What follows belongs to an exercise in optimizing a design on an open flow for small area, a short achievable clock period and few clock cycles; a production flow would make more cautious choices.
Function was checked by simulation only, so behaviour that the tests miss may differ from the original.
Power and IR drop assume default switching activity.

===== flow/design.v =====
module tia_render (
    input  wire        clk,
    input  wire        rst,
    input  wire        cmd_valid,
    output wire        cmd_ready,
    input  wire [2:0]  cmd_op,
    input  wire [5:0]  cmd_addr,
    input  wire [7:0]  cmd_data,
    input  wire [8:0]  cmd_x,       
    input  wire [8:0]  cmd_y,       
    output reg         pix_valid,
    output reg  [8:0]  pix_y,
    output reg  [7:0]  pix_x,
    output reg  [6:0]  pix_color,
    output reg         rd_valid,
    output reg  [14:0] rd_data
);
    localparam LINE_WIDTH = 160;
    localparam FB_HEIGHT  = 262;
    localparam OP_WRITE  = 3'd0;
    localparam OP_SETPOS = 3'd1;
    localparam OP_RENDER = 3'd2;
    localparam OP_SETCUR = 3'd3;
    localparam OP_READCX = 3'd4;
    localparam S_IDLE  = 2'd0;
    localparam S_ROW   = 2'd1;
    localparam S_RUN   = 2'd2;
    localparam S_NEXT  = 2'd3;
    reg [7:0] vblank, nusiz0, nusiz1, colup0, colup1, colupf, colubk, ctrlpf;
    reg [7:0] refp0, refp1, pf0, pf1, pf2, grp0, grp1, enam0, enam1, enabl;
    reg [7:0] vdelp0, vdelp1, vdelbl, resmp0, resmp1;
    reg [7:0] prev_grp0, prev_grp1, prev_enabl;
    reg [7:0] pos_p0, pos_p1, pos_m0, pos_m1, pos_bl;
    reg [14:0] cx;
    reg signed [8:0] prev_x;
    reg        [8:0] prev_y;
    reg signed [8:0] tgt_x;
    reg        [8:0] tgt_y;
    reg        [8:0] row;
    reg        [7:0] col;
    reg        [7:0] col_end;
    reg        [1:0] state;
    assign cmd_ready = (state == S_IDLE);
    wire cmd_fire = cmd_valid && cmd_ready;
    function [7:0] clip160;
        input signed [8:0] v;
        begin
            if (v < 0)
                clip160 = 8'd0;
            else if (v > 9'sd160)
                clip160 = 8'd160;
            else
                clip160 = v[7:0];
        end
    endfunction
    function [7:0] bitrev8;
        input [7:0] v;
        integer k;
        begin
            for (k = 0; k < 8; k = k + 1)
                bitrev8[k] = v[7-k];
        end
    endfunction
    function [7:0] mod_diff;
        input [7:0] a;
        input [8:0] b;
        reg signed [9:0] d;
        begin
            d = $signed({2'b00, a}) - $signed({1'b0, b});
            if (d < 0)
                d = d + 10'sd160;
            if (d >= 10'sd160)
                d = d - 10'sd160;
            mod_diff = d[7:0];
        end
    endfunction
    function [7:0] copy_start;
        input [2:0] k;
        input [1:0] c;
        begin
            copy_start = 8'd255;
            case (k)
                3'd0: if (c == 0) copy_start = 8'd0;
                3'd1: if (c == 0) copy_start = 8'd0; else if (c == 1) copy_start = 8'd16;
                3'd2: if (c == 0) copy_start = 8'd0; else if (c == 1) copy_start = 8'd32;
                3'd3: if (c == 0) copy_start = 8'd0; else if (c == 1) copy_start = 8'd16;
                      else copy_start = 8'd32;
                3'd4: if (c == 0) copy_start = 8'd0; else if (c == 1) copy_start = 8'd64;
                3'd5: if (c == 0) copy_start = 8'd0;
                3'd6: if (c == 0) copy_start = 8'd0; else if (c == 1) copy_start = 8'd32;
                      else copy_start = 8'd64;
                3'd7: if (c == 0) copy_start = 8'd0;
            endcase
        end
    endfunction
    function [2:0] player_siz;
        input [2:0] k;
        begin
            if (k == 3'd5)
                player_siz = 3'd2;
            else if (k == 3'd7)
                player_siz = 3'd4;
            else
                player_siz = 3'd1;
        end
    endfunction
    function player_hit;
        input [7:0] d;
        input [2:0] k;
        input [7:0] g;
        reg   [2:0] siz;
        reg   [7:0] s;
        reg   [7:0] e;
        reg   [7:0] j;
        integer c;
        begin
            player_hit = 1'b0;
            siz = player_siz(k);
            for (c = 0; c < 3; c = c + 1) begin
                s = copy_start(k, c[1:0]);
                if (s != 8'd255 && d >= s) begin
                    e = d - s;
                    if (e < {2'b00, siz, 3'b000}) begin
                        if (siz == 3'd4)
                            j = e >> 2;
                        else if (siz == 3'd2)
                            j = e >> 1;
                        else
                            j = e;
                        if (g[7 - j[2:0]])
                            player_hit = 1'b1;
                    end
                end
            end
        end
    endfunction
    function missile_hit;
        input [7:0] d;
        input [2:0] k;
        input [3:0] w;
        reg   [7:0] s;
        integer c;
        begin
            missile_hit = 1'b0;
            for (c = 0; c < 3; c = c + 1) begin
                s = copy_start(k, c[1:0]);
                if (s != 8'd255 && d >= s && (d - s) < {4'd0, w})
                    missile_hit = 1'b1;
            end
        end
    endfunction
    wire [7:0] g0 = vdelp0[0] ? prev_grp0 : grp0;
    wire [7:0] g1 = vdelp1[0] ? prev_grp1 : grp1;
    wire [7:0] eb = vdelbl[0] ? prev_enabl : enabl;
    wire [7:0] g0r = refp0[3] ? bitrev8(g0) : g0;
    wire [7:0] g1r = refp1[3] ? bitrev8(g1) : g1;
    wire [8:0] h0 = {1'b0, pos_p0} + ((player_siz(nusiz0[2:0]) >= 3'd2) ? 9'd1 : 9'd0);
    wire [8:0] h1 = {1'b0, pos_p1} + ((player_siz(nusiz1[2:0]) >= 3'd2) ? 9'd1 : 9'd0);
    wire [7:0] d_p0 = mod_diff(col, h0);
    wire [7:0] d_p1 = mod_diff(col, h1);
    wire [7:0] d_m0 = mod_diff(col, {1'b0, pos_m0});
    wire [7:0] d_m1 = mod_diff(col, {1'b0, pos_m1});
    wire [7:0] d_bl = mod_diff(col, {1'b0, pos_bl});
    wire [3:0] w_m0 = 4'd1 << nusiz0[5:4];
    wire [3:0] w_m1 = 4'd1 << nusiz1[5:4];
    wire [3:0] w_bl = 4'd1 << ctrlpf[5:4];
    wire [19:0] pf_bits = {pf2[7], pf2[6], pf2[5], pf2[4], pf2[3], pf2[2], pf2[1], pf2[0],
                           pf1[0], pf1[1], pf1[2], pf1[3], pf1[4], pf1[5], pf1[6], pf1[7],
                           pf0[7], pf0[6], pf0[5], pf0[4]};    
    wire        right_half = (col >= 8'd80);
    wire [7:0]  pf_col     = right_half ? col - 8'd80 : col;
    wire [4:0]  pf_b       = pf_col[6:2];
    wire [4:0]  pf_idx     = (right_half && ctrlpf[0]) ? 5'd19 - pf_b : pf_b;
    wire blank = vblank[1];
    wire on_pf = !blank && pf_bits[pf_idx];
    wire on_p0 = !blank && player_hit(d_p0, nusiz0[2:0], g0r);
    wire on_p1 = !blank && player_hit(d_p1, nusiz1[2:0], g1r);
    wire on_m0 = !blank && enam0[1] && !resmp0[1] && missile_hit(d_m0, nusiz0[2:0], w_m0);
    wire on_m1 = !blank && enam1[1] && !resmp1[1] && missile_hit(d_m1, nusiz1[2:0], w_m1);
    wire on_bl = !blank && eb[1] && (d_bl < {4'd0, w_bl});
    wire [6:0] c_p0 = colup0[7:1];
    wire [6:0] c_p1 = colup1[7:1];
    wire [6:0] c_pf_ball = colupf[7:1];
    wire [6:0] c_pf = ctrlpf[1] ? (right_half ? colup1[7:1] : colup0[7:1]) : colupf[7:1];
    reg [6:0] comp;
    always @(*) begin
        if (blank) begin
            comp = 7'd0;
        end else begin
            comp = colubk[7:1];
            if (!ctrlpf[2]) begin
                if (on_pf) comp = c_pf;
                if (on_bl) comp = c_pf_ball;
                if (on_m1) comp = c_p1;
                if (on_p1) comp = c_p1;
                if (on_m0) comp = c_p0;
                if (on_p0) comp = c_p0;
            end else begin
                if (on_m1) comp = c_p1;
                if (on_p1) comp = c_p1;
                if (on_m0) comp = c_p0;
                if (on_p0) comp = c_p0;
                if (on_pf) comp = c_pf;
                if (on_bl) comp = c_pf_ball;
            end
        end
    end
    wire [14:0] hits = {
        on_m0 & on_m1,    
        on_p0 & on_p1,    
        on_bl & on_pf,    
        on_m1 & on_bl,    
        on_m1 & on_pf,    
        on_m0 & on_bl,    
        on_m0 & on_pf,    
        on_p1 & on_bl,    
        on_p1 & on_pf,    
        on_p0 & on_bl,    
        on_p0 & on_pf,    
        on_m1 & on_p1,    
        on_m1 & on_p0,    
        on_m0 & on_p0,    
        on_m0 & on_p1     
    };
    wire [7:0] row_start = (row == prev_y) ? clip160(prev_x) : 8'd0;
    wire [7:0] row_end   = (row == tgt_y)  ? clip160(tgt_x)  : 8'd160;
    wire tgt_ahead = ($unsigned(cmd_y) > prev_y) ||
                     (cmd_y == prev_y && $signed(cmd_x) > prev_x);
    function [7:0] mod160;
        input [7:0] v;
        begin
            mod160 = (v >= 8'd160) ? v - 8'd160 : v;
        end
    endfunction
    always @(posedge clk) begin
        if (rst) begin
            vblank <= 8'd0; nusiz0 <= 8'd0; nusiz1 <= 8'd0;
            colup0 <= 8'd0; colup1 <= 8'd0; colupf <= 8'd0; colubk <= 8'd0;
            ctrlpf <= 8'd0; refp0 <= 8'd0; refp1 <= 8'd0;
            pf0 <= 8'd0; pf1 <= 8'd0; pf2 <= 8'd0;
            grp0 <= 8'd0; grp1 <= 8'd0; enam0 <= 8'd0; enam1 <= 8'd0; enabl <= 8'd0;
            vdelp0 <= 8'd0; vdelp1 <= 8'd0; vdelbl <= 8'd0;
            resmp0 <= 8'd0; resmp1 <= 8'd0;
            prev_grp0 <= 8'd0; prev_grp1 <= 8'd0; prev_enabl <= 8'd0;
            pos_p0 <= 8'd0; pos_p1 <= 8'd0; pos_m0 <= 8'd0; pos_m1 <= 8'd0; pos_bl <= 8'd0;
            cx <= 15'd0;
            prev_x <= -9'sd68;
            prev_y <= 9'd0;
            tgt_x <= 9'sd0;
            tgt_y <= 9'd0;
            row <= 9'd0;
            col <= 8'd0;
            col_end <= 8'd0;
            state <= S_IDLE;
            pix_valid <= 1'b0;
            pix_y <= 9'd0;
            pix_x <= 8'd0;
            pix_color <= 7'd0;
            rd_valid <= 1'b0;
            rd_data <= 15'd0;
        end else begin
            pix_valid <= 1'b0;
            rd_valid  <= 1'b0;
            case (state)
                S_IDLE: begin
                    if (cmd_fire) begin
                        case (cmd_op)
                            OP_WRITE: begin
                                case (cmd_addr)
                                    6'h01: vblank <= cmd_data;
                                    6'h04: nusiz0 <= cmd_data;
                                    6'h05: nusiz1 <= cmd_data;
                                    6'h06: colup0 <= cmd_data;
                                    6'h07: colup1 <= cmd_data;
                                    6'h08: colupf <= cmd_data;
                                    6'h09: colubk <= cmd_data;
                                    6'h0A: ctrlpf <= cmd_data;
                                    6'h0B: refp0 <= cmd_data;
                                    6'h0C: refp1 <= cmd_data;
                                    6'h0D: pf0 <= cmd_data;
                                    6'h0E: pf1 <= cmd_data;
                                    6'h0F: pf2 <= cmd_data;
                                    6'h1B: begin prev_grp1 <= grp1; grp0 <= cmd_data; end
                                    6'h1C: begin prev_grp0 <= grp0; grp1 <= cmd_data; end
                                    6'h1D: enam0 <= cmd_data;
                                    6'h1E: enam1 <= cmd_data;
                                    6'h1F: begin prev_enabl <= enabl; enabl <= cmd_data; end
                                    6'h25: vdelp0 <= cmd_data;
                                    6'h26: vdelp1 <= cmd_data;
                                    6'h27: vdelbl <= cmd_data;
                                    6'h28: resmp0 <= cmd_data;
                                    6'h29: resmp1 <= cmd_data;
                                    6'h2C: cx <= 15'd0;
                                    default: ;
                                endcase
                            end
                            OP_SETPOS: begin
                                case (cmd_addr[2:0])
                                    3'd0: pos_p0 <= mod160(cmd_data);
                                    3'd1: pos_p1 <= mod160(cmd_data);
                                    3'd2: pos_m0 <= mod160(cmd_data);
                                    3'd3: pos_m1 <= mod160(cmd_data);
                                    3'd4: pos_bl <= mod160(cmd_data);
                                    default: ;
                                endcase
                            end
                            OP_RENDER: begin
                                if (tgt_ahead) begin
                                    tgt_x <= $signed(cmd_x);
                                    tgt_y <= cmd_y;
                                    row   <= prev_y;
                                    state <= S_ROW;
                                end
                            end
                            OP_SETCUR: begin
                                prev_x <= $signed(cmd_x);
                                prev_y <= cmd_y;
                            end
                            OP_READCX: begin
                                rd_valid <= 1'b1;
                                rd_data  <= cx;
                            end
                            default: ;
                        endcase
                    end
                end
                S_ROW: begin
                    if (row_start < row_end) begin
                        col     <= row_start;
                        col_end <= row_end;
                        state   <= S_RUN;
                    end else begin
                        state   <= S_NEXT;
                    end
                end
                S_RUN: begin
                    cx <= cx | hits;
                    if (row < FB_HEIGHT) begin
                        pix_valid <= 1'b1;
                        pix_y     <= row;
                        pix_x     <= col;
                        pix_color <= comp;
                    end
                    if (col + 8'd1 >= col_end)
                        state <= S_NEXT;
                    col <= col + 8'd1;
                end
                S_NEXT: begin
                    if (row == tgt_y) begin
                        prev_x <= tgt_x;
                        prev_y <= tgt_y;
                        state  <= S_IDLE;
                    end else begin
                        row   <= row + 9'd1;
                        state <= S_ROW;
                    end
                end
            endcase
        end
    end
endmodule

===== flow/run.sh =====
#!/bin/bash
# synth_recipe.tcl (not shown) runs the flow's synth.tcl, then flattens the netlist and writes it again
# the make line also repeats each setting of config.mk as NAME=value (left out here)
make -C /OpenROAD-flow-scripts/flow DESIGN_CONFIG=/design/flow/config.mk WORK_HOME=/design/flow/orfs CLKGATE_MAP_FILE= SYNTH_SCRIPT=/design/flow/synth_recipe.tcl finish

===== flow/config.mk =====
export PLATFORM = sky130hd
export DESIGN_NAME = tia_render
export DESIGN_NICKNAME = tia_render
export VERILOG_FILES = /design/flow/design.v
export SDC_FILE = /design/flow/constraint.sdc
export NUM_CORES = 4
export LEC_CHECK = 0
export CAP_MARGIN = 20
export CORE_MARGIN = 2
export CORE_UTILIZATION = 40
export SLEW_MARGIN = 20

===== flow/constraint.sdc =====
create_clock -name core_clock -period 8.0 [get_ports {clk}]
set_input_delay 1.6000 -clock core_clock [delete_from_list [all_inputs] [get_ports {clk}]]
set_output_delay 1.6000 -clock core_clock [all_outputs]
set_load 0.01 [all_outputs]

==> key figures <==
Final layout
  – Ant diodes: 0
  – Fin util: 45.2%
  – Layout cells sized above 1: 6.12%
  – Layout Area Growth over Synthesis: 11.8%
  – Commonest non-fill, non-tap cell in the layout: nor2_1
  – Most frequent cells in the layout: 341 x nor2_1, 266 x dfxtp_1, 237 x nand2_1
  – Fin nets: 2879

Hold path
  – Hold path cells: 2
  – Worst Hold End: rd_data[9]
  – Hold WC Path Type: flip-flop to flip-flop
  – Hold Crit Start: cx[9]

Clock network
  – # resized after CTS: 0
  – Clock latency reported for the late side of the worst-skew pair: 0.59 ns
  – Longest Clk Path Bufs: 3
  – Reg clk slew, reported paths: 0.07 ns
  – TritonCTS clock tree: built
  – CTS root buf: clkbuf_16
  – CTS Sinks: 266
  – CTS Buf Count: 31
  – H-tree Lvls: 1
  – Setup bufs post-CTS: 0
  – # hold bufs at CTS: 0

Pwr
  – Power Density: 139 nW/um^2
  – Max VDD drop: 0.000199 V
  – Internal power: 2360 uW
  – Lkg Pwr: 0.00935 uW
  – Sw frac: 26.7%
  – Flop pwr share: 41.9%
  – Psw: 860 uW
  – Clk pwr share: 45.5%
  – Logic pwr share: 12.6%

Global routing
  – GRT Max-Usage Layer: met2
  – Congestion Overflow GR: 0
  – GRT Total Usage: 22.3%
  – Initial antenna violation count: 0
  – Vias in the first global route: 18500
  – GR Util met1: 29.3%
  – M3 GR Usage: 2.54%
  – First-pass GRT wire length: 98000 um
  – Pin count of the biggest net entering global routing: 90
  – Met2 Resource Use GR: 38.9%

Floorplan
  – Initial cell density of the core: 40.5%
  – Die W: 232 um
  – IO Count: 80
  – Die Y: 232 um
  – DIE AREA: 53800 sq um
  – Row Count: 83
  – Core area: 51400 sq um

Timing
  – FMAX: 143 MHz
  – RSZ-0062 raised after global routing: false
  – Least-Margin Pin Slew: 1.18 ns
  – Clk_skew: 0.0241 ns
  – Slew Limit Fails: 0
  – Setup Viol. Count Final: 0
  – Post-layout min period: 7.01 ns
  – Max_slew headroom: 21.3%
  – Hold_ws: 0.449 ns
  – Tcrit/Tclk final: 87.7%
  – Final Hold Viols: 0
  – Setup_tns: 0 ns

Routing
  – 1st-pass router iterations: 7
  – Via density: 5.70
  – Via count: 19000
  – Antenna Violating Nets Remaining: 0
  – Total Wirelength: 60900 um
  – Detailed-route DRC error count: 0
  – Avg WL per Cell: 18.3 um
  – Initial DRC count: 1367

Synth
  – Synthesis warning total: 1
  – Seq/Total Area, Yosys: 25.6%
  – Synthesized Nets: 2862
  – Synthesized area: 20800 sq um
  – Synthesized area per cell: 7.98 sq um
  – Async set-reset flop share out of synthesis: 0%
  – Netlist cell types: 94
  – Top FF cell, synth: dfxtp_1
  – EDFF count, synth: 0
  – Cells after Synth: 2605
  – Synth Register Bits: 266

Worst setup path
  – Worst setup EP type: flip-flop
  – Startpoint Class: flip-flop
  – WS Path Type: flip-flop to flip-flop
  – Cell family with most CP delay: compound AO/OA/AOI/OAI gates
  – Max Fanout on Critical Path: 17
  – Worst path required time: 8.48 ns
  – Crit-path most repeated cell: ha_1
  – Bufs and invs on worst path: 4
  – Worst R2R Start: nusiz1[0]
  – CP max-delay cell: a31oi_4
  – Crit path largest cell delay: 0.58 ns
  – Worst r2r path cells: 28
  – Setup slack, reg-to-reg: 0.99 ns
  – Worst EP arrival: 7.50 ns
  – Reg2Reg Capture Point: pix_color[1]

Run
  – Maxcap violations: 0

Place
  – DP HPWL: 44800 um
  – # port buffers: 79
  – GP Congestion: 0.878

Outcome
  – Run status: complete, no violations
## power by group through the flow
stage	Sequential, uW	Combinational, uW	Clock, uW
global placement	1380	391	0
finish	1350	406	1470
detailed placement	1380	401	0
floorplan	1370	287	0
global route	1350	447	1550
CTS	1350	403	1490
## area by class of cell
cell class | count | area, sq um
clock buffers | 46 | 932
clock inverters | 12 | 124
fillers | 5016 | 28200
well taps | 680 | 851
flip-flops and latches | 266 | 5330
multi-input cells | 2060 | 14400
inverters | 158 | 593
repair buffers | 105 | 987
## how the worst max path moves through the flow
stage,cells after the start,start,to
after floorplan,28,col[4],pix_color[5]
after global placement,28,nusiz1[0],pix_color[4]
after detailed placement,28,nusiz1[0],pix_color[2]
after CTS,28,nusiz1[0],pix_color[2]
after global routing,28,nusiz1[0],pix_color[5]
final,28,nusiz1[0],pix_color[1]
## worst min-delay path: stages (launching register included)
cell and delay [ns]:
dfxtp_1 0.31, nand2_1 0.05, a21oi_1 0.05
## cell usage after synthesis, types with 10 or more instances
master	instances	share of area, %
and2_1	12	0.36
nand2_1	237	4.3
nand2b_1	42	1.3
xnor2_1	55	2.3
and3_1	12	0.36
or3_1	20	0.60
mux2i_1	172	8.3
nand4_1	21	0.63
o22ai_1	25	0.75
xor2_1	48	2.0
a22oi_1	12	0.43
nand3b_1	10	0.36
mux4_2	12	1.3
o211ai_1	15	0.54
mux2_2	30	1.6
a21o_1	35	1.3
nand3_1	82	2.0
a211oi_1	44	1.6
o21a_1	35	1.3
or2_2	13	0.39
a31oi_1	12	0.36
a2111oi_0	10	0.42
dfxtp_1	266	26
buf_2	14	0.34
nor2_1	343	6.2
inv_1	153	2.8
nor3_1	41	0.99
fa_1	15	1.4
ha_1	204	12
nor2b_1	30	0.90
a311oi_1	10	0.42
clkbuf_1	96	1.7
o21ai_0	91	2.2
a32o_1	10	0.48
nor4_1	18	0.54
a21oi_1	186	4.5
## flip-flops by register name, summed over array words and instances (netlist names), 9 cells and up
signal	count
row	9
tgt_x	9
rd_data	15
prev_y	9
tgt_y	9
prev_x	9
pix_y	9
cx	15
## cells by family after synthesis
group / Yosys count / share of synthesized area (%)
XOR/XNOR: 105 / 4.52
flip-flops: 266 / 25.6
AND/OR/NAND/NOR: 916 / 20.2
adder cells (fa/ha/maj): 219 / 13.7
multiplexers: 215 / 11.3
buffers and inverters: 279 / 5.16
AO/OA/AOI/OAI: 605 / 19.5
## metal layers
| metal | share of wire (%) | vias to the layer above |
|---|---|---|
| li1 | - | 9320 |
| met1 | 46 | 9072 |
| met2 | 48 | 503 |
| met3 | 4.6 | 83 |
| met4 | 2.3 | 0 |
| met5 | 0 | - |
## metrics by stage
| step | worst slack [ns] | cells | instance area (sq um) | power (uW) |
|---|---|---|---|---|
| global route | 0.421 | 3327 | 23200 | 3350 |
| detailed placement | 0.992 | 3269 | 22200 | 1780 |
| CTS | 0.970 | 3327 | 23200 | 3240 |
| global placement | 1.25 | 3269 | 22200 | 1770 |
| finish | 0.986 | 3327 | 23200 | 3220 |
| floorplan | 2.13 | 2605 | 20800 | 1660 |
Testbench counts, summed over its fixed seeds: cycles 198,417.

==> re-timing with driven ports <==
In the flow no input, the clock included, has a driving cell. The finished layout below was timed again as built, in two steps. Step 1 sets driving cells, clkbuf_16 on the clock port and buf_2 on the other inputs (assumed; they add their load-dependent delay and slew). Step 2 moves the port delays by t, midway between the first and last clock arrival at a register: inputs arrive t later, outputs are due t later. That takes back most of the time a late clock gives input paths. Slacks: ideal / step 1 / step 2; pairs: ideal / step 1.
shift t [ns]: 0.631
setup slack, ns: 0.986 / 0.986 / 0.986
worst setup path after step 2: register to register
After both steps setup and hold are still met in this run. For this run, drivers alone change the setup slack by 0.000 ns; drivers and shift together by 0.000 ns.
